What follows belongs to an exercise in optimizing a design on an open flow for small area, a short achievable clock period and few clock cycles per item; a production flow would make more cautious choices. Where RTL was checked, it was by simulation tests only, not by an equivalence proof against the original. Only the layout flow was run in runs 4 and 5; the RTL was not checked for function there. No driver is modelled on the clock port, so clocking that relies on it looks cheaper here than on a real chip. Power and IR drop assume default switching activity.

--- design/flow/flow/run.sh ---
#!/bin/bash
# The standard layout with two changes:
#  - plain buf_1 cells as the port buffers (the standard flow picks a delay
#    buffer); ORFS's repair resizes them as needed;
#  - after CTS, the clock tree's middle level is removed, so the root buffer
#    drives the leaf buffers directly (collapse_cts.tcl).
set -euo pipefail
export BUFFER_PORTS_ARGS="-buffer_cell sky130_fd_sc_hd__buf_1"
export RESULTS=$PWD/orfs/results/$FLOW_PLATFORM/mnet_codec/base
bash standard.sh cts > standard_cts.log 2>&1
openroad -no_init -exit flow/collapse_cts.tcl > collapse_cts.log 2>&1
touch $RESULTS/4_cts.sdc
bash standard.sh finish > standard_finish.log 2>&1
--- design/flow/flow/collapse_cts.tcl ---
# Make the clock tree two levels deep: the root buffer drives every leaf
# buffer directly, in place of the middle level TritonCTS builds. All leaf
# buffers stay at the same depth, so the tree stays balanced.
set results $::env(RESULTS)
read_db $results/4_cts.odb
set block [ord::get_db_block]
set clknet [$block findNet clk]
set roots {}
foreach it [$clknet getITerms] { lappend roots [$it getInst] }
if {[llength $roots] != 1} { error "clock port drives [llength $roots] cells" }
set root [lindex $roots 0]
set rootnet [[$root findITerm X] getNet]
set mids {}
foreach it [$rootnet getITerms] {
  if {[$it isOutputSignal]} continue
  set inst [$it getInst]
  if {[string match "sky130_fd_sc_hd__clkbuf_*" [[$inst getMaster] getName]]} { lappend mids $inst }
}
set n 0
foreach m $mids {
  set onet [[$m findITerm X] getNet]
  set loads {}
  foreach it [$onet getITerms] { if {![$it isOutputSignal]} { lappend loads $it } }
  set ok 1
  foreach it $loads {
    if {![string match "sky130_fd_sc_hd__clkbuf_*" [[[$it getInst] getMaster] getName]]} { set ok 0 }
  }
  if {!$ok} continue
  foreach it $loads { $it disconnect; $it connect $rootnet }
  [$m findITerm A] disconnect
  [$m findITerm X] disconnect
  odb::dbInst_destroy $m
  odb::dbNet_destroy $onet
  incr n
}
puts "root [$root getName]: removed $n middle clock buffers"
write_db $results/4_cts.odb
--- design/flow/standard.sh ---
#!/bin/bash
# synth_recipe.tcl (not shown) runs the flow's synth.tcl, then flattens the netlist and writes it again
# the make line also repeats each setting of config.mk as NAME=value (left out here)
make -C /OpenROAD-flow-scripts/flow DESIGN_CONFIG=/design/flow/config.mk WORK_HOME=/design/flow/orfs CLKGATE_MAP_FILE= SYNTH_SCRIPT=/design/flow/synth_recipe.tcl "${@:-finish}"
--- design/flow/config.mk ---
export PLATFORM = sky130hd
export DESIGN_NAME = mnet_codec
export DESIGN_NICKNAME = mnet_codec
export VERILOG_FILES = /design/flow/design.v
export SDC_FILE = /design/flow/constraint.sdc
export NUM_CORES = 4
export LEC_CHECK = 0
export CAP_MARGIN = 5
export CORE_MARGIN = 2
export CORE_UTILIZATION = 60
export CTS_CLUSTER_DIAMETER = 80
export CTS_CLUSTER_SIZE = 20
export SETUP_SLACK_MARGIN = 2.6
export SLEW_MARGIN = 5
--- design/flow/constraint.sdc ---
create_clock -name core_clock -period 4.5 [get_ports {clk}]
set_input_delay 0.9000 -clock core_clock [delete_from_list [all_inputs] [get_ports {clk}]]
set_output_delay 0.9000 -clock core_clock [all_outputs]
set_load 0.01 [all_outputs]
--- design/flow/design.v ---
module mnet_crc_step (
    input  wire [15:0] crc_in,
    input  wire [7:0]  data,
    output reg  [15:0] crc_out
);
    integer i;
    always @(*) begin
        crc_out = crc_in ^ {data, 8'h00};
        for (i = 0; i < 8; i = i + 1) begin
            if (crc_out[15])
                crc_out = {crc_out[14:0], 1'b0} ^ 16'h1021;
            else
                crc_out = {crc_out[14:0], 1'b0};
        end
    end
endmodule
module mnet_tx (
    input  wire        clk,
    input  wire        rst,
    input  wire [47:0] key,
    input  wire [3:0]  klast,
    input  wire        hdr_valid,
    output wire        hdr_ready,
    input  wire [7:0]  hdr_dst,
    input  wire [7:0]  hdr_src,
    input  wire [15:0] hdr_type,
    input  wire [7:0]  hdr_len,
    input  wire        hdr_obf,
    input  wire        pl_valid,
    output wire        pl_ready,
    input  wire [7:0]  pl_data,
    output reg         line_valid,
    input  wire        line_ready,
    output reg  [7:0]  line_data
);
    reg        s_idle, s_soh, s_hdr, s_pl, s_crch, s_crcl, s_eot;
    reg [39:0] hsr;       
    reg [7:0]  cnt;       
    reg [2:0]  idx;       
    reg        obf;
    reg [15:0] crc;
    reg        esc;       
    reg        pv;        
    reg [5:0]  ki;        
    reg [7:0]  skid;
    reg        sv;
    reg        pl_rdy;
    wire [7:0] b = hsr[39:32];
    assign hdr_ready = s_idle;
    assign pl_ready  = pl_rdy;
    wire [7:0] key_byte = ({8{ki[0]}} & key[7:0])   | ({8{ki[1]}} & key[15:8]) |
                          ({8{ki[2]}} & key[23:16]) | ({8{ki[3]}} & key[31:24]) |
                          ({8{ki[4]}} & key[39:32]) | ({8{ki[5]}} & key[47:40]);
    wire ki_wrap = |(ki[5:2] & klast);
    wire pl_take  = pl_valid && pl_rdy;
    wire take     = line_valid && line_ready;
    wire s_body = s_hdr || s_pl;
    wire s_crc  = s_crch || s_crcl;
    wire rdy    = !sv;                    
    wire go     = rdy && !esc;            
    wire a_idle = s_idle && rdy && hdr_valid;     
    wire a_soh  = s_soh && go;
    wire a_hdr  = s_hdr && go;
    wire a_pl   = s_pl && go && pv;
    wire a_crch = s_crch && go;
    wire a_crcl = s_crcl && go;
    wire a_eot  = s_eot && go;
    wire gen_b  = rdy && (esc || s_hdr || (s_pl && pv));       
    wire gen    = gen_b || a_idle || a_soh || a_crch || a_crcl || a_eot;
    wire bgen   = a_hdr || a_pl;                  
    wire [7:0] g = esc ? 8'hFF :
                   s_body ? b :
                   s_crc ? crc[15:8] :
                   s_eot ? 8'h04 : 8'h01;
    wire is_ff = s_crc ? (crc[15:8] == 8'hFF) : (b == 8'hFF);
    wire [15:0] crc_next;
    mnet_crc_step u_crc (.crc_in(crc), .data(b), .crc_out(crc_next));
    wire cnt_zero = (cnt == 8'd0);
    wire cnt_one  = (cnt == 8'd1);
    wire cnt_two  = (cnt == 8'd2);
    wire hdr_done = a_hdr && idx[2];
    wire pl_done  = a_pl && cnt_one;
    wire n_idle = (s_idle && !hdr_valid) || a_eot;
    wire n_soh  = (s_idle && hdr_valid && !rdy) || (s_soh && !go);
    wire n_hdr  = a_idle || a_soh || (s_hdr && !hdr_done);
    wire n_pl   = (hdr_done && !cnt_zero) || (s_pl && !pl_done);
    wire n_crch = (hdr_done && cnt_zero) || pl_done || (s_crch && !go);
    wire n_crcl = a_crch || (s_crcl && !go);
    wire n_eot  = a_crcl || (s_eot && !go);
    wire esc_n  = esc ? sv : (a_hdr || a_pl || a_crch || a_crcl) && is_ff;
    wire pv_n   = pl_take || (pv && !a_pl);
    wire sv_n   = !take && (sv || (line_valid && gen));
    wire [2:0] idx_n = s_idle ? 3'd0 : a_hdr ? idx + 3'd1 : idx;
    wire cnt_n_nz  = !(cnt_zero || (cnt_one && a_pl));
    wire cnt_n_gt1 = !(cnt_zero || cnt_one || (cnt_two && a_pl));
    wire sv_n_rdy = !line_valid && sv;                  
    wire sv_n_stl = sv || (line_valid && gen_b);        
    wire hdr_len_n = s_hdr && (idx[2] ? !a_hdr : (idx[1:0] == 2'd3) && a_hdr) && !cnt_zero && !esc_n;
    wire pv_keep    = pv && !a_pl;
    wire pl_due2    = n_pl && cnt_n_gt1 && !esc_n;
    wire pl_rdy_rt  = hdr_len_n && !sv_n_rdy || pl_due2 && !sv_n_rdy;
    wire pl_rdy_rn  = hdr_len_n && !sv_n_rdy || n_pl && (pv_keep ? cnt_n_gt1 && !esc_n && !sv_n_rdy : cnt_n_nz);
    wire pl_rdy_st  = hdr_len_n && !sv_n_stl || pl_due2 && !sv_n_stl;
    wire pl_rdy_sn  = hdr_len_n && !sv_n_stl || n_pl && (pv_keep ? cnt_n_gt1 && !esc_n && !sv_n_stl : cnt_n_nz);
    always @(posedge clk) begin
        if (rst) begin
            s_idle     <= 1'b1;
            s_soh      <= 1'b0;
            s_hdr      <= 1'b0;
            s_pl       <= 1'b0;
            s_crch     <= 1'b0;
            s_crcl     <= 1'b0;
            s_eot      <= 1'b0;
            esc        <= 1'b0;
            pv         <= 1'b0;
            sv         <= 1'b0;
            line_valid <= 1'b0;
            pl_rdy     <= 1'b0;
        end else begin
            s_idle     <= n_idle;
            s_soh      <= n_soh;
            s_hdr      <= n_hdr;
            s_pl       <= n_pl;
            s_crch     <= n_crch;
            s_crcl     <= n_crcl;
            s_eot      <= n_eot;
            esc        <= esc_n;
            pv         <= pv_n;
            sv         <= sv_n;
            line_valid <= (line_valid && !line_ready) || sv || gen;
            pl_rdy     <= line_ready ? (pl_take ? pl_rdy_rt : pl_rdy_rn)
                                     : (pl_take ? pl_rdy_st : pl_rdy_sn);
        end
    end
    wire [7:0] chain = s_pl ? b : 8'h00;
    always @(posedge clk) begin
        if (s_idle) begin
            hsr <= {hdr_dst, hdr_src, hdr_type, hdr_len};
            cnt <= hdr_len;
            obf <= hdr_obf && (klast != 4'd0);
            crc <= 16'h0000;
            ki  <= 6'd1;
        end else begin
            if (pl_take)
                hsr[39:32] <= obf ? (pl_data ^ key_byte ^ chain) : pl_data;
            else if (bgen && s_hdr)
                hsr[39:32] <= hsr[31:24];
            if (bgen && s_hdr)
                hsr[31:0] <= {hsr[23:0], 8'h00};
            if (bgen && s_pl)
                cnt <= cnt - 8'd1;
            if (bgen)
                crc <= crc_next;
            else if (a_crch)
                crc <= {crc[7:0], 8'h00};
            if (pl_take)
                ki <= ki_wrap ? 6'd1 : {ki[4:0], 1'b0};
        end
        idx <= idx_n;
        if (!line_valid || take)
            line_data <= sv ? skid : g;
        if (!sv)
            skid <= g;
    end
endmodule
module mnet_rx (
    input  wire        clk,
    input  wire        rst,
    input  wire [47:0] key,
    input  wire [3:0]  klast,
    input  wire        line_valid,
    input  wire [7:0]  line_data,
    input  wire        obf_in,
    output reg         out_valid,
    output reg  [7:0]  out_data,
    output reg         out_end,
    output wire [7:0]  out_status
);
    reg        iv;
    reg [7:0]  id;
    reg        io;
    reg        id_ff, id_soh, id_eot, id_zero;
    reg        p_hunt, p_hdr, p_pay, p_crc0, p_crc1, p_term;
    reg        esc;
    reg [7:0]  cnt;
    reg [15:0] crc;
    reg        obf;
    reg [7:0]  prev;
    reg [5:0]  ki;        
    reg        st_bad;    
    reg        st_crc;
    assign out_status = {6'd0, st_bad, st_crc};
    wire [7:0] key_byte = ({8{ki[0]}} & key[7:0])   | ({8{ki[1]}} & key[15:8]) |
                          ({8{ki[2]}} & key[23:16]) | ({8{ki[3]}} & key[31:24]) |
                          ({8{ki[4]}} & key[39:32]) | ({8{ki[5]}} & key[47:40]);
    wire ki_wrap = |(ki[5:2] & klast);
    wire [15:0] crc_next;
    mnet_crc_step u_crc (.crc_in(crc), .data(id), .crc_out(crc_next));
    wire body   = p_hdr || p_pay || p_crc0 || p_crc1;
    wire acc    = iv && body && (esc ? id_ff : !id_ff);
    wire lone   = iv && body && esc && !id_ff;      
    wire crc_ok = (crc == 16'h0000);
    wire start  = iv && p_hunt && id_soh;
    wire hdr_end = acc && p_hdr && cnt[2];
    wire pay_end = acc && p_pay && (cnt == 8'd1);
    always @(posedge clk) begin
        if (rst) begin
            iv        <= 1'b0;
            p_hunt    <= 1'b1;
            p_hdr     <= 1'b0;
            p_pay     <= 1'b0;
            p_crc0    <= 1'b0;
            p_crc1    <= 1'b0;
            p_term    <= 1'b0;
            out_valid <= 1'b0;
            out_end   <= 1'b0;
        end else begin
            iv        <= line_valid;
            out_valid <= acc;
            out_end   <= (iv && p_term) || lone;
            p_hunt    <= (p_hunt && !start) || (iv && p_term) || lone;
            p_hdr     <= start || (p_hdr && !lone && !hdr_end);
            p_pay     <= (hdr_end && !id_zero) || (p_pay && !lone && !pay_end);
            p_crc0    <= (hdr_end && id_zero) || pay_end || (p_crc0 && !lone && !acc);
            p_crc1    <= (p_crc0 && acc) || (p_crc1 && !lone && !acc);
            p_term    <= (p_crc1 && acc) || (p_term && !iv);
        end
    end
    always @(posedge clk) begin
        id       <= line_data;
        io       <= obf_in;
        id_ff    <= (line_data == 8'hFF);
        id_soh   <= (line_data == 8'h01);
        id_eot   <= (line_data == 8'h04);
        id_zero  <= (line_data == 8'h00);
        out_data <= (p_pay && obf) ? (id ^ key_byte ^ prev) : id;
        st_bad   <= !(p_term && id_eot && crc_ok);
        st_crc   <= p_term && id_eot && !crc_ok;
        if (p_hunt) begin
            esc  <= 1'b0;
            cnt  <= 8'd0;
            crc  <= 16'h0000;
            obf  <= io && (klast != 4'd0);
            prev <= 8'h00;
            ki   <= 6'd1;
        end else if (iv) begin
            esc <= !esc && id_ff;
            if (acc) begin
                crc <= crc_next;
                if (p_hdr)
                    cnt <= cnt[2] ? id : cnt + 8'd1;
                if (p_pay) begin
                    cnt  <= cnt - 8'd1;
                    prev <= id;
                    ki   <= ki_wrap ? 6'd1 : {ki[4:0], 1'b0};
                end
            end
        end
    end
endmodule
module mnet_codec (
    input  wire        clk,
    input  wire        rst,
    input  wire        key_wr,
    input  wire [2:0]  key_len,
    input  wire [47:0] key_data,
    input  wire        tx_hdr_valid,
    output wire        tx_hdr_ready,
    input  wire [7:0]  tx_dst,
    input  wire [7:0]  tx_src,
    input  wire [15:0] tx_type,
    input  wire [7:0]  tx_len,
    input  wire        tx_obf,
    input  wire        tx_pl_valid,
    output wire        tx_pl_ready,
    input  wire [7:0]  tx_pl_data,
    output wire        line_tx_valid,
    input  wire        line_tx_ready,
    output wire [7:0]  line_tx_data,
    input  wire        line_rx_valid,
    input  wire [7:0]  line_rx_data,
    input  wire        rx_obf,
    output wire        rx_valid,
    output wire [7:0]  rx_data,
    output wire        rx_end,
    output wire [7:0]  rx_status
);
    reg [47:0] key;
    reg [3:0]  klast;
    wire key_ok = key_wr && (key_len[2] ? (key_len[1:0] != 2'd3) : (key_len[1:0] == 2'd3));
    wire key_hi = key_wr && key_len[2] && (key_len[1:0] != 2'd3);
    always @(posedge clk) begin
        if (rst)
            klast <= 4'd0;
        else if (key_ok)
            klast <= {key_len == 3'd6, key_len == 3'd5, key_len == 3'd4, key_len == 3'd3};
    end
    always @(posedge clk) begin
        if (key_ok)
            key[23:0] <= key_data[23:0];
        if (key_hi)
            key[47:24] <= key_data[47:24];
    end
    mnet_tx u_tx (
        .clk       (clk),
        .rst       (rst),
        .key       (key),
        .klast     (klast),
        .hdr_valid (tx_hdr_valid),
        .hdr_ready (tx_hdr_ready),
        .hdr_dst   (tx_dst),
        .hdr_src   (tx_src),
        .hdr_type  (tx_type),
        .hdr_len   (tx_len),
        .hdr_obf   (tx_obf),
        .pl_valid  (tx_pl_valid),
        .pl_ready  (tx_pl_ready),
        .pl_data   (tx_pl_data),
        .line_valid(line_tx_valid),
        .line_ready(line_tx_ready),
        .line_data (line_tx_data)
    );
    mnet_rx u_rx (
        .clk       (clk),
        .rst       (rst),
        .key       (key),
        .klast     (klast),
        .line_valid(line_rx_valid),
        .line_data (line_rx_data),
        .obf_in    (rx_obf),
        .out_valid (rx_valid),
        .out_data  (rx_data),
        .out_end   (rx_end),
        .out_status(rx_status)
    );
endmodule
==> results.sh, run 1 <==
export IMPL_cts_hold_fix_buffers=0
export IMPL_hpwl_um=15400
export IMPL_cp_data_arrival_time_ps=940
export IMPL_start_util_pct=61.2
export IMPL_slowest_delay_ps=380
export IMPL_io_pins=145
export IMPL_power_leakage_nw=3.79
export IMPL_clockRootBuffer="clkbuf_16"
export IMPL_finalMaxSlewViolations=0
export IMPL_cts_buffer_depth=3
export IMPL_syn_area_per_cell_um2=10.6
export IMPL_slew_headroom_pct=42.0
export IMPL_mostFrequentLayoutCells="buf_1 (136), dfxtp_1 (112), edfxtp_1 (106)"
export IMPL_fin_crit_ps=1840
export IMPL_cts_tree="yes"
export IMPL_start_kind="flip-flop"
export IMPL_insertedDiodeCount=0
export IMPL_clk_pin_slew_ps=80
export IMPL_port_buffers=138
export IMPL_rows=47
export IMPL_coreArea_um2=16500
export IMPL_hold_viol_final=0
export IMPL_drive_above_1_share_pct=8.70
export IMPL_grt_max_degree=60
export IMPL_synth_seq_cells=226
export IMPL_cp_num_buf_inv=1
export IMPL_multiInputGateArea_um2=4210
export IMPL_cp_cell_sequence="buf_2"
export IMPL_final_nets=1187
export IMPL_clock_latency_ps=420
export IMPL_fillCellCount=1343
export IMPL_fmax_mhz=544
export IMPL_die_h_um=134
export IMPL_cts_sinks=226
export IMPL_h_tree_depth=1
export IMPL_routedWlPerCell_um=17.6
export IMPL_required_ps=3600
export IMPL_place_gp_congestion=0.866
export IMPL_hold_class="reg -> reg"
export IMPL_max_slew_worst_pin_slew_ps=869
export IMPL_finalSetupTns_ps=0
export IMPL_power_per_cell_area_nw_per_um2=363
export IMPL_grt_pass1_wl_um=36100
export IMPL_outcome="timing/DRC/antenna clean"
export IMPL_viasPerCell=5.76
export IMPL_cap_violations=0
export IMPL_yosysWarnings=4
export IMPL_cts_buffers=15
export IMPL_crit_family="flip-flops"
export IMPL_syn_inst=955
export IMPL_drt_iter0_drc=513
export IMPL_placed_cell_area_um2=10700
export IMPL_synth_distinct_cells=63
export IMPL_firstDrtPassIters=5
export IMPL_endpoint_kind="primary output"
export IMPL_vias=7425
export IMPL_antenna_found_initial=0
export IMPL_grt_overflow=0
export IMPL_synth_main_ff_cell="dfxtp_1"
export IMPL_cp_max_fo=3
export IMPL_syn2layout_area_growth_pct=11.2
export IMPL_drc=0
export IMPL_synth_seq_area_share_pct=55.2
export IMPL_wirelength_um=22700
export IMPL_die_x_um=134
export IMPL_final_antenna_net_count=0
export IMPL_worst_ir_drop_vdd_mv=0.338
export IMPL_crit_slowest_cell="dfxtp_2"
export IMPL_setup_viol=0
export IMPL_final_cell_area_um2=11200
export IMPL_synth_edff_count=106
export IMPL_rsz0062_at_grt="true"
export IMPL_synth_area_um2=10100
export IMPL_grt_pass1_vias=6905
export IMPL_synth_async_reset_ratio_pct=0
export IMPL_grt_use_total_pct=25.9
export IMPL_crit_type="reg -> out"
export IMPL_regArea_um2=5600
export IMPL_period_share_pct=40.9
export IMPL_final_common_cell="buf_1"
export IMPL_clock_skew_ps=10.1
export IMPL_dieArea_um2=17900
-- through the flow --
step                      power, mW  setup WS (ps)  util (%)  cells  hold slack [ps]
after floorplan                2.76           2300         -    960              415
after global placement         2.90           2000      64.6   1255              439
after detailed placement       2.90           1950      64.6   1255              445
after CTS                      4.20           2490      67.6   1284              457
after global routing           4.25           2570      68.0   1289              474
final                          4.08           2660      68.0   1289              456
-- cells in the mapped netlist (all sizes together) (2+ instances only) --
master	number	area [µm²]
nor4	8	50.1
a221o	2	20.0
clkbuf	42	158
a2111oi	2	17.5
buf	25	165
mux2i	5	50.1
edfxtp	106	3180
nand4	9	56.3
o31a	2	17.5
nand2b	3	18.8
a21oi	57	285
nor3	18	90.1
a311oi	2	17.5
a21o	2	15.0
a2111o	8	90.1
o211ai	2	15.0
nor2b	7	43.8
xor2	23	201
nand4b	4	35.0
nor3b	14	105
or3	4	25.0
inv	29	109
nand2	87	334
a21boi	2	15.0
a31oi	3	18.8
a22oi	66	495
a41oi	2	17.5
nor2	78	293
and2	15	93.8
o21a	6	45.0
a211oi	14	105
a221oi	6	52.6
ha	10	125
xnor2	51	447
a2bb2oi	2	17.5
mux2	30	338
nand3	46	230
or2	5	31.3
and3	2	12.5
o21bai	9	67.6
o21ai	12	60.1
dfxtp	120	2400
-- worst paths after layout --
| path | end | start | slack [ps] | cells after the start |
|---|---|---|---|---|
| setup reg to reg | u_rx.cnt[4] | u_rx.esc | 2730 | 6 |
| hold / removal | u_rx.st_crc | u_rx.id_eot | 460 | 2 |
| hold reg to reg | u_rx.st_crc | u_rx.id_eot | 460 | 2 |
| setup / recovery | tx_pl_ready | u_tx.pl_rdy | 2660 | 1 |
-- power by group --
| part | internal, mW | switching [mW] | leakage, nW | total [mW] |
|---|---|---|---|---|
| registers | 2.32 | 0.0963 | 2.03 | 2.41 |
| logic | 0.213 | 0.255 | 1.57 | 0.467 |
| clock network | 0.563 | 0.640 | 0.186 | 1.20 |
| total | 3.09 | 0.991 | 3.79 | 4.08 |
-- layout make-up --
class	instances	area share [%]
Multi-Input combinational cell	639	37.4
Timing Repair inverter	1	0.0668
Tap cell	220	2.45
Clock buffer	21	3.25
Inverter	29	1.00
Clock inverter	2	0.145
Timing Repair Buffer	151	5.81
Sequential cell	226	49.8
-- registers in the layout (all words and copies together), names as in the netlist, 16 cells and up, named ones only --
register and cells:
u_tx.hsr 40, key 48, u_rx.crc 16, u_tx.crc 16
-- metal layers --
layer	up-vias	global-route usage, %	share of wire [%]
met5	-	0	0
met3	24	7.56	6.7
li1	3648	-	-
met1	3505	38.0	47
met2	248	37.7	44
met4	0	6.91	1.4
-- cell families after synthesis --
group                    share of synthesized area, %
AO/OA/AOI/OAI                                    14.3
adder cells (fa/ha/maj)                          1.24
AND/OR/NAND/NOR                                  14.4
XOR/XNOR                                         6.63
buffers and inverters                            4.27
multiplexers                                     3.84
flip-flops                                       55.2
other                                          0.0371
-- timing repair --
item                       CTS  global route
pin swaps                    0             2
setup endpoints to repair  180            68
gates cloned                 1             1
resized for setup           16            11
setup buffers                3             5
-- worst reg2reg max path: stages (launching register included) --
cell,delay [ps]
dfxtp_1,370
inv_1,60
ha_1,380
o211a_1,290
nand3_1,130
o21ai_0,80
a2111oi_0,360
Testbench counts, summed over its fixed seeds: cycles 27,589, items 384.
==> run 2: changes to the inputs <==
--- a/design/flow/config.mk
+++ b/design/flow/config.mk
@@ -8,7 +8,7 @@
 export CAP_MARGIN = 5
 export CORE_MARGIN = 2
 export CORE_UTILIZATION = 60
-export CTS_CLUSTER_DIAMETER = 80
-export CTS_CLUSTER_SIZE = 20
+export CTS_CLUSTER_DIAMETER = 60
+export CTS_CLUSTER_SIZE = 15
 export SETUP_SLACK_MARGIN = 2.6
 export SLEW_MARGIN = 5
==> results.sh, run 2 <==
export IMPL_cp_data_arrival_time_ps=970
export IMPL_grt_pass1_wl_um=36300
export IMPL_required_ps=3600
export IMPL_cp_num_buf_inv=1
export IMPL_wirelength_um=22900
export IMPL_worst_ir_drop_vdd_mv=0.312
export IMPL_cts_buffer_depth=3
export IMPL_mostFrequentLayoutCells="buf_1 (134), dfxtp_1 (112), edfxtp_1 (106)"
export IMPL_cp_cell_sequence="buf_2"
export IMPL_synth_area_um2=10100
export IMPL_antenna_found_initial=0
export IMPL_synth_seq_area_share_pct=55.2
export IMPL_h_tree_depth=1
export IMPL_syn_inst=955
export IMPL_port_buffers=138
export IMPL_hp_start="u_rx.id_eot"
export IMPL_final_antenna_net_count=0
export IMPL_grt_use_total_pct=26.3
export IMPL_yosysWarnings=4
export IMPL_largest_register="key"
export IMPL_max_slew_worst_pin_slew_ps=860
export IMPL_synth_common_cells="dfxtp_1 (120), edfxtp_1 (106), nand2_1 (86)"
export IMPL_synth_seq_cells=226
export IMPL_start_kind="flip-flop"
export IMPL_coreArea_um2=16500
export IMPL_synth_edff_count=106
export IMPL_rows=47
export IMPL_hpwl_um=15400
export IMPL_insertedDiodeCount=0
export IMPL_hold_viol_final=0
export IMPL_routedWlPerCell_um=17.6
export IMPL_finalMaxSlewViolations=0
export IMPL_cts_buffers=19
export IMPL_total_power_mw=4.32
export IMPL_yosys_area_top_type="edfxtp_1"
export IMPL_fmax_mhz=536
export IMPL_fin_crit_ps=1870
export IMPL_cts_sinks=226
export IMPL_r2r_start="u_tx.esc"
export IMPL_slew_headroom_pct=42.6
export IMPL_drt_iter0_drc=516
export IMPL_yosysMostFrequentCell="dfxtp_1"
export IMPL_endpoint_kind="primary output"
export IMPL_synth_distinct_cells=63
export IMPL_finalSetupTns_ps=0
export IMPL_cts_tree="yes"
export IMPL_firstDrtPassIters=5
export IMPL_io_pins=145
export IMPL_cp_max_fo=3
export IMPL_hold_class="reg -> reg"
export IMPL_grt_pass1_vias=7005
export IMPL_die_x_um=134
export IMPL_crit_slowest_cell="dfxtp_2"
export IMPL_outcome="timing/DRC/antenna clean"
export IMPL_largest_reg_flops=48
export IMPL_place_gp_congestion=0.866
export IMPL_rsz0062_at_grt="true"
export IMPL_cap_violations=0
export IMPL_setup_viol=0
export IMPL_synth_top_area_share_pct=31.5
export IMPL_synth_area_leaders="edfxtp_1 (31%), dfxtp_1 (24%), a22oi_1 (4.9%), xnor2_1 (4.4%), mux2_2 (3.3%)"
export IMPL_clk_pin_slew_ps=70
export IMPL_dieArea_um2=17900
export IMPL_clock_skew_ps=11.4
export IMPL_synth_main_ff_cell="dfxtp_1"
export IMPL_start_util_pct=61.2
export IMPL_power_leakage_nw=3.82
export IMPL_slowest_delay_ps=370
export IMPL_syn_area_per_cell_um2=10.6
export IMPL_drc=0
export IMPL_reg_top3="key (48), u_tx.hsr (40)"
export IMPL_vias=7421
export IMPL_period_share_pct=41.5
export IMPL_crit_family="flip-flops"
export IMPL_crit_type="reg -> out"
export IMPL_clock_latency_ps=460
export IMPL_die_h_um=134
export IMPL_syn2layout_area_growth_pct=12.2
export IMPL_final_common_cell="buf_1"
export IMPL_final_nets=1189
export IMPL_drive_above_1_share_pct=9.02
export IMPL_clockRootBuffer="clkbuf_16"
export IMPL_cts_hold_fix_buffers=0
export IMPL_viasPerCell=5.73
export IMPL_crit_path_start="u_tx.pl_rdy"
export IMPL_grt_max_degree=60
export IMPL_grt_overflow=0
export IMPL_synth_async_reset_ratio_pct=0
export IMPL_power_per_cell_area_nw_per_um2=381
[run 2: worst paths after layout]
path / to / slack, ps / depth (start not counted)
setup / recovery: tx_pl_ready / 2630 / 1
setup reg to reg: u_tx.hsr[27] / 2730 / 3
hold reg to reg: u_rx.st_crc / 450 / 2
hold / removal: u_rx.st_crc / 450 / 2
[run 2: cell type report]
class / count / area (µm²)
flip-flops and latches: 226 / 5600
fillers: 1331 / 5180
multi-input cells: 638 / 4190
repair buffers: 150 / 642
clock buffers: 30 / 505
well taps: 220 / 275
inverters: 29 / 113
clock inverters: 1 / 7.51
repair inverters: 1 / 7.51
[run 2: worst min-delay path, stage by stage, from the launching register on]
cell     delay, ps
dfxtp_1        310
nand2_1         60
nor2b_1         40
[run 2: layer usage]
metal | vias to the layer above | global-route usage [%] | wire length, µm
met5 | - | 0 | 0
met4 | 0 | 11.3 | 474
met3 | 31 | 7.18 | 1560
met2 | 256 | 37.7 | 10000
met1 | 3479 | 37.6 | 10800
li1 | 3655 | - | -
[run 2: metrics by stage]
step                      std cells  hold WS, ps  area (µm²)  worst slack (ps)  utilization [%]
after global routing           1295          475       11300              2590             68.6
after detailed placement       1255          445       10700              1950             64.6
after global placement         1255          439       10700              2000             64.6
after CTS                      1292          456       11300              2510             68.5
final                          1295          454       11300              2630             68.6
after floorplan                 960          415       10200              2300                -
[run 2: logic make-up (layout without fill, tap and decap cells)]
group | Yosys count | count (layout) | synth area share, %
simple gates | 305 | 305 | 14.4
other cells | 1 | 6 | 0.0371
mux | 35 | 35 | 3.84
fa+ha+maj | 10 | 10 | 1.24
buf+inv | 96 | 211 | 4.27
flops | 226 | 226 | 55.2
compound gates | 207 | 207 | 14.3
xor+xnor | 75 | 75 | 6.63
[run 2: repair_timing]
action                                  CTS  global route
setup buffers                             3             4
gates cloned                              1             0
endpoints found under the hold margin     0             0
endpoints found under the setup margin  181            46
gates resized for setup                  17            11
pin swaps                                 0             1
[run 2: where the power goes]
part	switching (mW)	internal, mW
Clock	0.683	0.754
Combinational	0.253	0.211
Sequential	0.0978	2.32
Total	1.03	3.28
==> run 3: changes to the inputs <==
--- a/design/flow/config.mk
+++ b/design/flow/config.mk
@@ -8,7 +8,7 @@
 export CAP_MARGIN = 5
 export CORE_MARGIN = 2
 export CORE_UTILIZATION = 60
-export CTS_CLUSTER_DIAMETER = 60
-export CTS_CLUSTER_SIZE = 15
+export CTS_CLUSTER_DIAMETER = 100
+export CTS_CLUSTER_SIZE = 25
 export SETUP_SLACK_MARGIN = 2.6
 export SLEW_MARGIN = 5
==> results.sh, run 3 <==
export IMPL_synth_area_um2=10100
export IMPL_power_leakage_nw=3.90
export IMPL_use_met3_pct=5.86
export IMPL_fmax_mhz=513
export IMPL_grt_use_total_pct=25.4
export IMPL_syn_area_per_cell_um2=10.6
export IMPL_dp_cells=1255
export IMPL_crit_slowest_cell="edfxtp_1"
export IMPL_viasPerCell=5.74
export IMPL_antenna_found_initial=0
export IMPL_final_common_cell="buf_1"
export IMPL_outcome="timing/DRC/antenna clean"
export IMPL_fillCellCount=1329
export IMPL_grt_pass1_wl_um=36100
export IMPL_insertedDiodeCount=0
export IMPL_slew_headroom_pct=44.5
export IMPL_crit_family="flip-flops"
export IMPL_fin_crit_ps=1950
export IMPL_max_slew_worst_pin_slew_ps=832
export IMPL_yosysMostFrequentCell="dfxtp_1"
export IMPL_met2_usage_pct=37.9
export IMPL_setup_viol=0
export IMPL_required_ps=3600
export IMPL_gr_usage_met1_pct=37.6
export IMPL_power_per_cell_area_nw_per_um2=357
export IMPL_r2r_start="u_tx.ki[2]"
export IMPL_hold_viol_final=0
export IMPL_wirelength_um=23000
export IMPL_hpwl_um=15400
export IMPL_reg_top3="key (48), u_tx.hsr (40)"
export IMPL_yosys_area_top_type="edfxtp_1"
export IMPL_hold_class="reg -> reg"
export IMPL_cp_max_fo=1
export IMPL_cts_buffers=13
export IMPL_cts_tree="yes"
export IMPL_start_kind="flip-flop"
export IMPL_finalMaxSlewViolations=0
export IMPL_drt_iter0_drc=559
export IMPL_synth_common_cells="dfxtp_1 (120), edfxtp_1 (106), nand2_1 (86)"
export IMPL_r2r_setup_slack_ps=2600
export IMPL_die_x_um=134
export IMPL_synth_seq_area_share_pct=55.2
export IMPL_cap_violations=0
export IMPL_synth_seq_cells=226
export IMPL_crit_type="reg -> out"
export IMPL_drive_above_1_share_pct=11.9
export IMPL_clockRootBuffer="clkbuf_16"
export IMPL_cts_hold_fix_buffers=0
export IMPL_synth_async_reset_ratio_pct=0
export IMPL_final_nets=1196
export IMPL_final_antenna_net_count=0
export IMPL_largest_reg_flops=48
export IMPL_top_usage_layer="met2"
export IMPL_clock_skew_ps=202
export IMPL_yosysWarnings=4
export IMPL_die_h_um=134
export IMPL_rows=47
export IMPL_largest_register="key"
export IMPL_hp_start="u_tx.crc[5]"
export IMPL_vias=7449
export IMPL_mostFrequentLayoutCells="buf_1 (121), dfxtp_1 (106), edfxtp_1 (106)"
export IMPL_finalSetupTns_ps=0
export IMPL_grt_pass1_vias=6931
export IMPL_grt_max_degree=60
export IMPL_coreArea_um2=16500
export IMPL_clk_pin_slew_ps=100
export IMPL_syn_inst=955
export IMPL_rsz0062_at_grt="true"
export IMPL_synth_edff_count=106
export IMPL_cp_num_buf_inv=1
export IMPL_cts_buffer_depth=3
export IMPL_clock_latency_ps=540
export IMPL_port_buffers=138
export IMPL_period_share_pct=43.3
export IMPL_place_gp_congestion=0.866
export IMPL_synth_distinct_cells=63
export IMPL_endpoint_kind="primary output"
export IMPL_final_cells=1297
export IMPL_start_util_pct=61.2
export IMPL_firstDrtPassIters=5
export IMPL_synth_top_area_share_pct=31.5
export IMPL_slowest_delay_ps=380
export IMPL_crit_path_start="u_tx.line_data[6]"
export IMPL_synth_area_leaders="edfxtp_1 (31%), dfxtp_1 (24%), a22oi_1 (4.9%), xnor2_1 (4.4%), mux2_2 (3.3%)"
export IMPL_io_pins=145
export IMPL_worst_ir_drop_vdd_mv=0.385
export IMPL_h_tree_depth=1
export IMPL_syn2layout_area_growth_pct=12.8
export IMPL_cp_data_arrival_time_ps=1050
export IMPL_dieArea_um2=17900
export IMPL_synth_main_ff_cell="dfxtp_1"
export IMPL_drc=0
export IMPL_grt_overflow=0
export IMPL_routedWlPerCell_um=17.7
export IMPL_cp_cell_sequence="clkbuf_2"
export IMPL_cts_sinks=226
==> run 3: cells by family (layout without fill, tap and decap cells) <==
| family | Yosys count | count (layout) | share of synthesized area, % |
|---|---|---|---|
| xor gates and xnor gates | 75 | 75 | 6.63 |
| muxes | 35 | 35 | 3.84 |
| and+or+nand+nor | 305 | 307 | 14.4 |
| adders and majority gates | 10 | 10 | 1.24 |
| AOI/OAI and AO/OA | 207 | 207 | 14.3 |
| DFF | 226 | 226 | 55.2 |
| other | 1 | 6 | 0.0371 |
| buffers and inverters | 96 | 211 | 4.27 |
==> run 3: layout make-up <==
class / instances / area, µm² / area share [%]
Inverter: 29 / 113 / 0.987
Tap cell: 220 / 275 / 2.41
Clock inverter: 2 / 38.8 / 0.340
Clock buffer: 19 / 327 / 2.86
Timing Repair inverter: 1 / 7.51 / 0.0658
Multi-Input combinational cell: 640 / 4240 / 37.2
Sequential cell: 226 / 5620 / 49.2
Timing Repair Buffer: 160 / 786 / 6.89
==> run 3: layer usage <==
layer,up-vias,wire (µm)
li1,3673,-
met1,3487,11000
met2,260,10100
met3,29,1490
met4,0,409
met5,-,0
==> run 3: per-stage QoR <==
stage	hold slack (ps)	setup WS [ps]	total power, mW	instance area (µm²)	util, %
finish	444	2550	4.07	11400	69.0
global route	465	2500	4.23	11400	69.0
floorplan	415	2300	2.76	10200	-
detailed placement	445	1950	2.90	10700	64.6
CTS	459	2480	4.12	11100	67.4
global placement	439	2000	2.90	10700	64.6
==> run 3: path summary, 6_finish.rpt <==
| path | endpoint | depth (start not counted) |
|---|---|---|
| setup / recovery | line_tx_data[6] | 1 |
| hold / removal | u_tx.crc[13] | 2 |
| hold reg to reg | u_tx.crc[13] | 2 |
| setup reg to reg | u_tx.hsr[36] | 5 |
==> run 3: report_power, final <==
part | internal, mW | total (mW) | leakage, nW | switching [mW]
clock network | 0.524 | 1.18 | 0.172 | 0.653
logic | 0.224 | 0.481 | 1.69 | 0.257
registers | 2.32 | 2.41 | 2.04 | 0.0981
total | 3.06 | 4.07 | 3.90 | 1.01
==> run 3: what timing repair did <==
action                                 in CTS  in global routing
setup endpoints to repair                 172                186
gates cloned                                1                  2
pin swaps                                   0                  5
buffers inserted                            3                 15
gates resized for setup                    16                 63
endpoints found under the hold margin       0                  0
==> run 4: changes to the inputs <==
--- a/design/flow/design.v
+++ b/design/flow/design.v
@@ -96,12 +96,8 @@
     wire sv_n_rdy = !line_valid && sv;                  
     wire sv_n_stl = sv || (line_valid && gen_b);        
     wire hdr_len_n = s_hdr && (idx[2] ? !a_hdr : (idx[1:0] == 2'd3) && a_hdr) && !cnt_zero && !esc_n;
-    wire pv_keep    = pv && !a_pl;
-    wire pl_due2    = n_pl && cnt_n_gt1 && !esc_n;
-    wire pl_rdy_rt  = hdr_len_n && !sv_n_rdy || pl_due2 && !sv_n_rdy;
-    wire pl_rdy_rn  = hdr_len_n && !sv_n_rdy || n_pl && (pv_keep ? cnt_n_gt1 && !esc_n && !sv_n_rdy : cnt_n_nz);
-    wire pl_rdy_st  = hdr_len_n && !sv_n_stl || pl_due2 && !sv_n_stl;
-    wire pl_rdy_sn  = hdr_len_n && !sv_n_stl || n_pl && (pv_keep ? cnt_n_gt1 && !esc_n && !sv_n_stl : cnt_n_nz);
+    wire pl_rdy_rdy = hdr_len_n && !sv_n_rdy || n_pl && (pv_n ? cnt_n_gt1 && !esc_n && !sv_n_rdy : cnt_n_nz);
+    wire pl_rdy_stl = hdr_len_n && !sv_n_stl || n_pl && (pv_n ? cnt_n_gt1 && !esc_n && !sv_n_stl : cnt_n_nz);
     always @(posedge clk) begin
         if (rst) begin
             s_idle     <= 1'b1;
@@ -128,8 +124,7 @@
             pv         <= pv_n;
             sv         <= sv_n;
             line_valid <= (line_valid && !line_ready) || sv || gen;
-            pl_rdy     <= line_ready ? (pl_take ? pl_rdy_rt : pl_rdy_rn)
-                                     : (pl_take ? pl_rdy_st : pl_rdy_sn);
+            pl_rdy     <= line_ready ? pl_rdy_rdy : pl_rdy_stl;
         end
     end
     wire [7:0] chain = s_pl ? b : 8'h00;
==> design/flow/config.mk (replaced) <==
export PLATFORM = sky130hd
export DESIGN_NAME = mnet_codec
export DESIGN_NICKNAME = mnet_codec
export VERILOG_FILES = /design/flow/design.v
export SDC_FILE = /design/flow/constraint.sdc
export NUM_CORES = 4
export LEC_CHECK = 0
export ABC_CLOCK_PERIOD_IN_PS = 2000
export CAP_MARGIN = 20
export CORE_MARGIN = 2
export CORE_UTILIZATION = 60
export CTS_CLUSTER_DIAMETER = 80
export CTS_CLUSTER_SIZE = 20
export SETUP_SLACK_MARGIN = 2.6
export SLEW_MARGIN = 20
==> results.sh, run 4 <==
export IMPL_reg_top3="key (48), u_tx.hsr (40)"
export IMPL_coreArea_um2=16600
export IMPL_synth_distinct_cells=66
export IMPL_finalMaxSlewViolations=0
export IMPL_power_leakage_nw=3.85
export IMPL_die_x_um=134
export IMPL_synth_area_um2=10200
export IMPL_vias=7535
export IMPL_power_per_cell_area_nw_per_um2=364
export IMPL_grt_max_degree=43
export IMPL_mostFrequentLayoutCells="buf_1 (126), dfxtp_1 (109), edfxtp_1 (106)"
export IMPL_syn2layout_area_growth_pct=12.8
export IMPL_synth_edff_count=106
export IMPL_finalSetupTns_ps=0
export IMPL_cts_buffers=15
export IMPL_syn_inst=955
export IMPL_cp_cell_sequence="buf_1"
export IMPL_max_slew_worst_pin_slew_ps=813
export IMPL_cts_sinks=226
export IMPL_port_buffers=138
export IMPL_h_tree_depth=1
export IMPL_cap_violations=0
export IMPL_final_util_pct=69.3
export IMPL_firstDrtPassIters=5
export IMPL_drive_above_1_share_pct=12.7
export IMPL_cts_tree="yes"
export IMPL_final_antenna_net_count=0
export IMPL_largest_register="key"
export IMPL_setup_viol=0
export IMPL_crit_slowest_cell="dfxtp_4"
export IMPL_cp_max_fo=5
export IMPL_rows=47
export IMPL_hold_viol_final=0
export IMPL_grt_use_total_pct=25.9
export IMPL_final_common_cell="buf_1"
export IMPL_largest_reg_flops=48
export IMPL_crit_type="reg -> out"
export IMPL_clock_skew_ps=222
export IMPL_yosysWarnings=4
export IMPL_synth_async_reset_ratio_pct=0
export IMPL_insertedDiodeCount=0
export IMPL_fin_crit_ps=2000
export IMPL_syn_area_per_cell_um2=10.7
export IMPL_slew_headroom_pct=45.8
export IMPL_drt_iter0_drc=666
export IMPL_cp_data_arrival_time_ps=1100
export IMPL_crit_family="flip-flops"
export IMPL_clockRootBuffer="clkbuf_16"
export IMPL_dieArea_um2=18000
export IMPL_cp_num_buf_inv=1
export IMPL_synth_common_cells="dfxtp_1 (120), edfxtp_1 (106), nand2_1 (89)"
export IMPL_synth_area_leaders="edfxtp_1 (31%), dfxtp_1 (24%), a22oi_1 (4.9%), xnor2_1 (4.8%), mux2_2 (3.4%)"
export IMPL_final_nets=1196
export IMPL_cts_buffer_depth=3
export IMPL_final_cell_area_um2=11500
export IMPL_antenna_found_initial=0
export IMPL_required_ps=3600
export IMPL_synth_seq_cells=226
export IMPL_yosysMostFrequentCell="dfxtp_1"
export IMPL_slowest_delay_ps=380
export IMPL_die_h_um=134
export IMPL_grt_pass1_vias=7029
export IMPL_worst_ir_drop_vdd_mv=0.417
export IMPL_placed_cell_area_um2=10700
export IMPL_yosys_area_top_type="edfxtp_1"
export IMPL_io_pins=145
export IMPL_start_kind="flip-flop"
export IMPL_period_share_pct=44.5
export IMPL_clk_pin_slew_ps=80
export IMPL_hold_slack_ps=270
export IMPL_endpoint_kind="primary output"
export IMPL_hold_class="reg -> reg"
export IMPL_hpwl_um=15600
export IMPL_synth_seq_area_share_pct=54.8
export IMPL_cts_hold_fix_buffers=0
export IMPL_routedWlPerCell_um=18.1
export IMPL_grt_pass1_wl_um=36800
export IMPL_synth_main_ff_cell="dfxtp_1"
export IMPL_drc=0
export IMPL_viasPerCell=5.81
export IMPL_outcome="timing/DRC/antenna clean"
export IMPL_fmax_mhz=499
export IMPL_clock_latency_ps=580
export IMPL_wirelength_um=23500
export IMPL_grt_overflow=0
export IMPL_rsz0062_at_grt="true"
export IMPL_synth_top_area_share_pct=31.3
export IMPL_place_gp_congestion=0.839
export IMPL_fillCellCount=1325
export IMPL_start_util_pct=61.4
==> run 4: cell count changes in the layout (fill, tap and decap cells not counted), sizes merged, moves of 3 or more <==
cell / change
xor2: -4
nand2: +11
nand4: +11
a21oi: -6
xnor2: +5
nor3: -3
nor2: -3
nand3: -7
nand3b: +8
nand2b: +3
nor3b: -10
==> run 4: kinds of logic (layout without fill, tap and decap cells) <==
kind of cell	count (synthesis)	after routing	share of synthesized area, %
simple gates	311	313	15.0
flops	226	226	54.8
compound gates	201	201	14.2
buf+inv	96	212	4.42
xor+xnor	75	75	6.45
mux	35	35	3.82
fa+ha+maj	10	10	1.23
other cells	1	6	0.0368
==> run 4: power breakdown <==
part | internal [mW] | switching [mW]
sequential | 2.32 | 0.104
combinational | 0.220 | 0.263
clock | 0.599 | 0.682
total | 3.14 | 1.05
==> run 4: area by class of cell <==
| class | instances | area [µm²] | area share, % |
|---|---|---|---|
| Timing Repair inverter | 1 | 7.51 | 0.0654 |
| Clock buffer | 22 | 380 | 3.31 |
| Multi-Input combinational cell | 640 | 4300 | 37.5 |
| Clock inverter | 2 | 25.0 | 0.218 |
| Timing Repair Buffer | 158 | 769 | 6.70 |
| Sequential cell | 226 | 5610 | 48.9 |
| Inverter | 29 | 113 | 0.980 |
| Tap cell | 220 | 275 | 2.40 |
==> run 4: final timing paths <==
kind	slack [ps]	cells after the start	to	from
worst min register to register	270	2	u_rx.st_crc	u_rx.id_eot
worst max-delay path	2500	1	tx_hdr_ready	u_tx.s_idle
worst min-delay path	270	2	u_rx.st_crc	u_rx.id_eot
worst max register to register	2650	3	u_tx.hsr[32]	u_tx.esc
==> run 4: routing by layer <==
layer	global-route usage, %	routed length (µm)
met3	5.18	1550
met2	38.4	10400
met4	8.07	506
met5	0	0
met1	38.3	11000
==> run 4: metrics by stage <==
step | instances | total power [mW] | setup slack [ps]
after global routing | 1298 | 4.35 | 2460
after CTS | 1285 | 4.24 | 2340
after detailed placement | 1256 | 2.90 | 1900
final | 1298 | 4.19 | 2500
after floorplan | 960 | 2.75 | 2300
after global placement | 1256 | 2.90 | 1980
==> run 4: repair_timing <==
item	4_1_cts	5_1_grt
buffers inserted	3	12
cloned	1	2
gates resized for setup	18	37
endpoints found under the setup margin	158	101
pin swaps	0	2
==> run 5: changes to the inputs <==
--- a/design/flow/design.v
+++ b/design/flow/design.v
@@ -52,6 +52,7 @@
                           ({8{ki[2]}} & key[23:16]) | ({8{ki[3]}} & key[31:24]) |
                           ({8{ki[4]}} & key[39:32]) | ({8{ki[5]}} & key[47:40]);
     wire ki_wrap = |(ki[5:2] & klast);
+    wire hdr_take = s_idle && hdr_valid;
     wire pl_take  = pl_valid && pl_rdy;
     wire take     = line_valid && line_ready;
     wire s_body = s_hdr || s_pl;
@@ -283,7 +284,6 @@
     reg [47:0] key;
     reg [3:0]  klast;
     wire key_ok = key_wr && (key_len[2] ? (key_len[1:0] != 2'd3) : (key_len[1:0] == 2'd3));
-    wire key_hi = key_wr && key_len[2] && (key_len[1:0] != 2'd3);
     always @(posedge clk) begin
         if (rst)
             klast <= 4'd0;
@@ -292,9 +292,7 @@
     end
     always @(posedge clk) begin
         if (key_ok)
-            key[23:0] <= key_data[23:0];
-        if (key_hi)
-            key[47:24] <= key_data[47:24];
+            key <= key_data;
     end
     mnet_tx u_tx (
         .clk       (clk),
==> results.sh, run 5 <==
export IMPL_outcome="timing/DRC/antenna clean"
export IMPL_firstDrtPassIters=5
export IMPL_routedWlPerCell_um=18.1
export IMPL_coreArea_um2=16500
export IMPL_synth_seq_cells=226
export IMPL_antenna_found_initial=0
export IMPL_mostFrequentLayoutCells="buf_1 (134), dfxtp_1 (113), edfxtp_1 (106)"
export IMPL_grt_overflow=0
export IMPL_largest_reg_flops=48
export IMPL_synth_area_um2=10100
export IMPL_syn2layout_area_growth_pct=11.8
export IMPL_die_h_um=134
export IMPL_synth_top_family_by_area="simple AND/OR/NAND/NOR gates"
export IMPL_crit_path_end="key[8]"
export IMPL_synth_seq_area_share_pct=55.4
export IMPL_port_buffers=138
export IMPL_cap_violations=0
export IMPL_vias=7483
export IMPL_setup_viol=0
export IMPL_synth_compound_area_share_pct=13.8
export IMPL_yosys_area_top_type="edfxtp_1"
export IMPL_viasPerCell=5.80
export IMPL_largest_register="key"
export IMPL_final_common_cell="buf_1"
export IMPL_clkPwrFrac_pct=29.8
export IMPL_hpwl_um=15500
export IMPL_finalMaxSlewViolations=0
export IMPL_intPower_mw=3.11
export IMPL_synth_area_leaders="edfxtp_1 (32%), dfxtp_1 (24%), a22oi_1 (4.9%), xnor2_1 (4.6%), nand2_1 (3.7%)"
export IMPL_hold_class="reg -> reg"
export IMPL_start_kind="input pin"
export IMPL_final_cell_area_um2=11300
export IMPL_rows=47
export IMPL_final_util_pct=68.2
export IMPL_dieArea_um2=17800
export IMPL_rsz0062_at_grt="true"
export IMPL_yosysWarnings=4
export IMPL_seq_power_share_pct=58.9
export IMPL_power_per_cell_area_nw_per_um2=367
export IMPL_clock_latency_ps=420
export IMPL_drc=0
export IMPL_io_pins=145
export IMPL_slowest_delay_ps=470
export IMPL_place_gp_congestion=0.813
export IMPL_synth_simple_area_share_pct=15.0
export IMPL_p_switching_mw=1.03
export IMPL_clock_skew_ps=17.5
export IMPL_r2r_setup_slack_ps=2620
export IMPL_synth_top_area_share_pct=31.6
export IMPL_cp_data_arrival_time_ps=2090
export IMPL_syn_area_per_cell_um2=10.6
export IMPL_die_x_um=134
export IMPL_r2r_start="u_tx.ki[3]"
export IMPL_cts_hold_fix_buffers=0
export IMPL_insertedDiodeCount=0
export IMPL_cts_buffer_depth=3
export IMPL_reg2reg_to="u_tx.hsr[37]"
export IMPL_cts_sinks=226
export IMPL_hold_viol_final=0
export IMPL_endpoint_kind="flip-flop"
export IMPL_drive_above_1_share_pct=9.25
export IMPL_dp_cells=1256
export IMPL_power_leakage_nw=3.76
export IMPL_slew_headroom_pct=48.8
export IMPL_cp_max_fo=13
export IMPL_synth_common_cells="dfxtp_1 (120), edfxtp_1 (106), nand2_1 (99)"
export IMPL_grt_pass1_wl_um=37300
export IMPL_grt_pass1_vias=7246
export IMPL_synth_async_reset_ratio_pct=0
export IMPL_final_nets=1190
export IMPL_reg2reg_depth=5
export IMPL_fin_crit_ps=2080
export IMPL_synth_edff_count=106
export IMPL_cts_buffers=15
export IMPL_h_tree_depth=1
export IMPL_period_share_pct=46.3
export IMPL_synth_distinct_cells=59
export IMPL_final_cells=1290
export IMPL_max_slew_worst_pin_slew_ps=761
export IMPL_wirelength_um=23300
export IMPL_cts_tree="yes"
export IMPL_yosysMostFrequentCell="dfxtp_1"
export IMPL_crit_family="buffers and inverters"
export IMPL_start_util_pct=61.0
export IMPL_synthXorXnorAreaFrac_pct=6.43
export IMPL_crit_cells=5
export IMPL_grt_use_total_pct=27.0
export IMPL_clockRootBuffer="clkbuf_16"
export IMPL_synth_area_mux_share_pct=3.96
export IMPL_crit_type="in -> reg"
export IMPL_reg_top3="key (48), u_tx.hsr (40)"
export IMPL_cp_num_buf_inv=2
export IMPL_switching_share_pct=24.8
export IMPL_crit_slowest_cell="clkinvlp_2"
export IMPL_grt_max_degree=47
export IMPL_required_ps=4510
export IMPL_cp_cell_sequence="buf_1 > and2_4 > ha_4 > nand2b_4 > clkinvlp_2"
export IMPL_synth_adder_area_share_pct=1.24
export IMPL_drt_iter0_drc=614
export IMPL_worst_ir_drop_vdd_mv=0.379
export IMPL_fmax_mhz=480
export IMPL_final_antenna_net_count=0
export IMPL_crit_path_start="key_len[0]"
export IMPL_synth_main_ff_cell="dfxtp_1"
export IMPL_placed_cell_area_um2=10700
export IMPL_syn_inst=955
export IMPL_comb_power_share_pct=11.3
export IMPL_clk_pin_slew_ps=80
export IMPL_finalSetupTns_ps=0
run 5: cells by family (layout without fill, tap and decap cells):
group | Yosys count | after routing
muxes | 36 | 36
other | 1 | 6
DFF | 226 | 226
AOI/OAI and AO/OA | 200 | 200
adders and majority gates | 10 | 10
xor gates and xnor gates | 74 | 74
and+or+nand+nor | 313 | 313
buffers and inverters | 95 | 205
run 5: tightest hold or removal path, stage by stage (launching register included):
cell and delay [ps]:
dfxtp_1 300, inv_1 40, a21oi_1 60
run 5: per-layer routing:
| layer | wire length, µm | up-vias | GRT usage [%] | share of wire [%] |
|---|---|---|---|---|
| met5 | 0 | - | 0 | 0 |
| met4 | 399 | 0 | 8.27 | 1.7 |
| met3 | 1430 | 29 | 6.39 | 6.1 |
| met2 | 10500 | 238 | 41.6 | 45 |
| met1 | 11000 | 3563 | 38.0 | 47 |
| li1 | - | 3653 | - | - |
run 5: per-stage QoR:
step	power, mW	hold WS (ps)	setup WS, ps
after floorplan	2.77	415	1950
after CTS	4.25	460	2470
after global routing	4.29	489	2300
after global placement	2.91	437	1540
after detailed placement	2.92	448	1530
final	4.14	459	2420
run 5: what timing repair did:
item,in CTS,in global routing
setup endpoints to repair,176,97
gates cloned,2,0
resized for setup,19,14
setup buffers,5,6
pin swaps,0,1
run 5: final cells by class:
class                   count  area [µm²]
inverters                  29         113
repair inverters            2        12.5
multi-input cells         639        4210
well taps                 220         275
flip-flops and latches    226        5600
clock inverters             1        11.3
clock buffers              20         373
repair buffers            153         664
fillers                  1344        5260
run 5: how the worst min path moves through the flow:
stage,start,end,slack [ps],depth (start not counted)
floorplan,u_rx.id_eot,u_rx.st_crc,420,2
global placement,u_tx.skid[6],u_tx.skid[6],440,2
detailed placement,u_tx.skid[6],u_tx.skid[6],450,2
CTS,u_tx.skid[6],u_tx.skid[6],460,2
global route,u_rx.prev[3],u_rx.prev[3],490,2
finish,u_tx.skid[6],u_tx.skid[6],460,2
run 5: power groups by stage:
stage | combinational [mW] | clock [mW] | sequential, mW
floorplan | 0.320 | 0 | 2.45
global placement | 0.423 | 0 | 2.49
detailed placement | 0.427 | 0 | 2.49
CTS | 0.460 | 1.35 | 2.43
global route | 0.524 | 1.32 | 2.45
finish | 0.469 | 1.23 | 2.44

[separate check: timing with driven ports]
The flow's constraints put no driver on any port. The routed layouts listed below were extracted and timed again, unchanged, in two steps. Step 1 (the two cells are an assumption about what drives the block):
set clk [get_ports {clk}]
set_driving_cell -lib_cell sky130_fd_sc_hd__clkbuf_16 $clk
set_driving_cell -lib_cell sky130_fd_sc_hd__buf_2 [delete_from_list [all_inputs] $clk]
Step 2 times the ports against the registers' clock, not the clock port: input delays grow and output delays shrink by t, the midpoint of the rising clock arrivals with the driver on. Slacks: no drivers / after step 1 / after step 2; pairs: no drivers / after step 1.
run	shift t [ns]	setup slack, ns	worst data-port slew with drivers (ns)
run 1	0.466	2.661 / 2.614 / 2.243	0.06
run 2	0.501	2.633 / 2.586 / 2.200	0.06
run 3	0.489	2.551 / 2.505 / 2.173	0.06
run 4	0.510	2.497 / 2.452 / 2.164	0.05
run 5	0.464	2.419 / 2.442 / 1.978	0.06
After both steps every run listed still meets setup and hold. The setup slack of run 5, which loses most, moves by +0.023 ns with the drivers and by -0.441 ns with both steps.
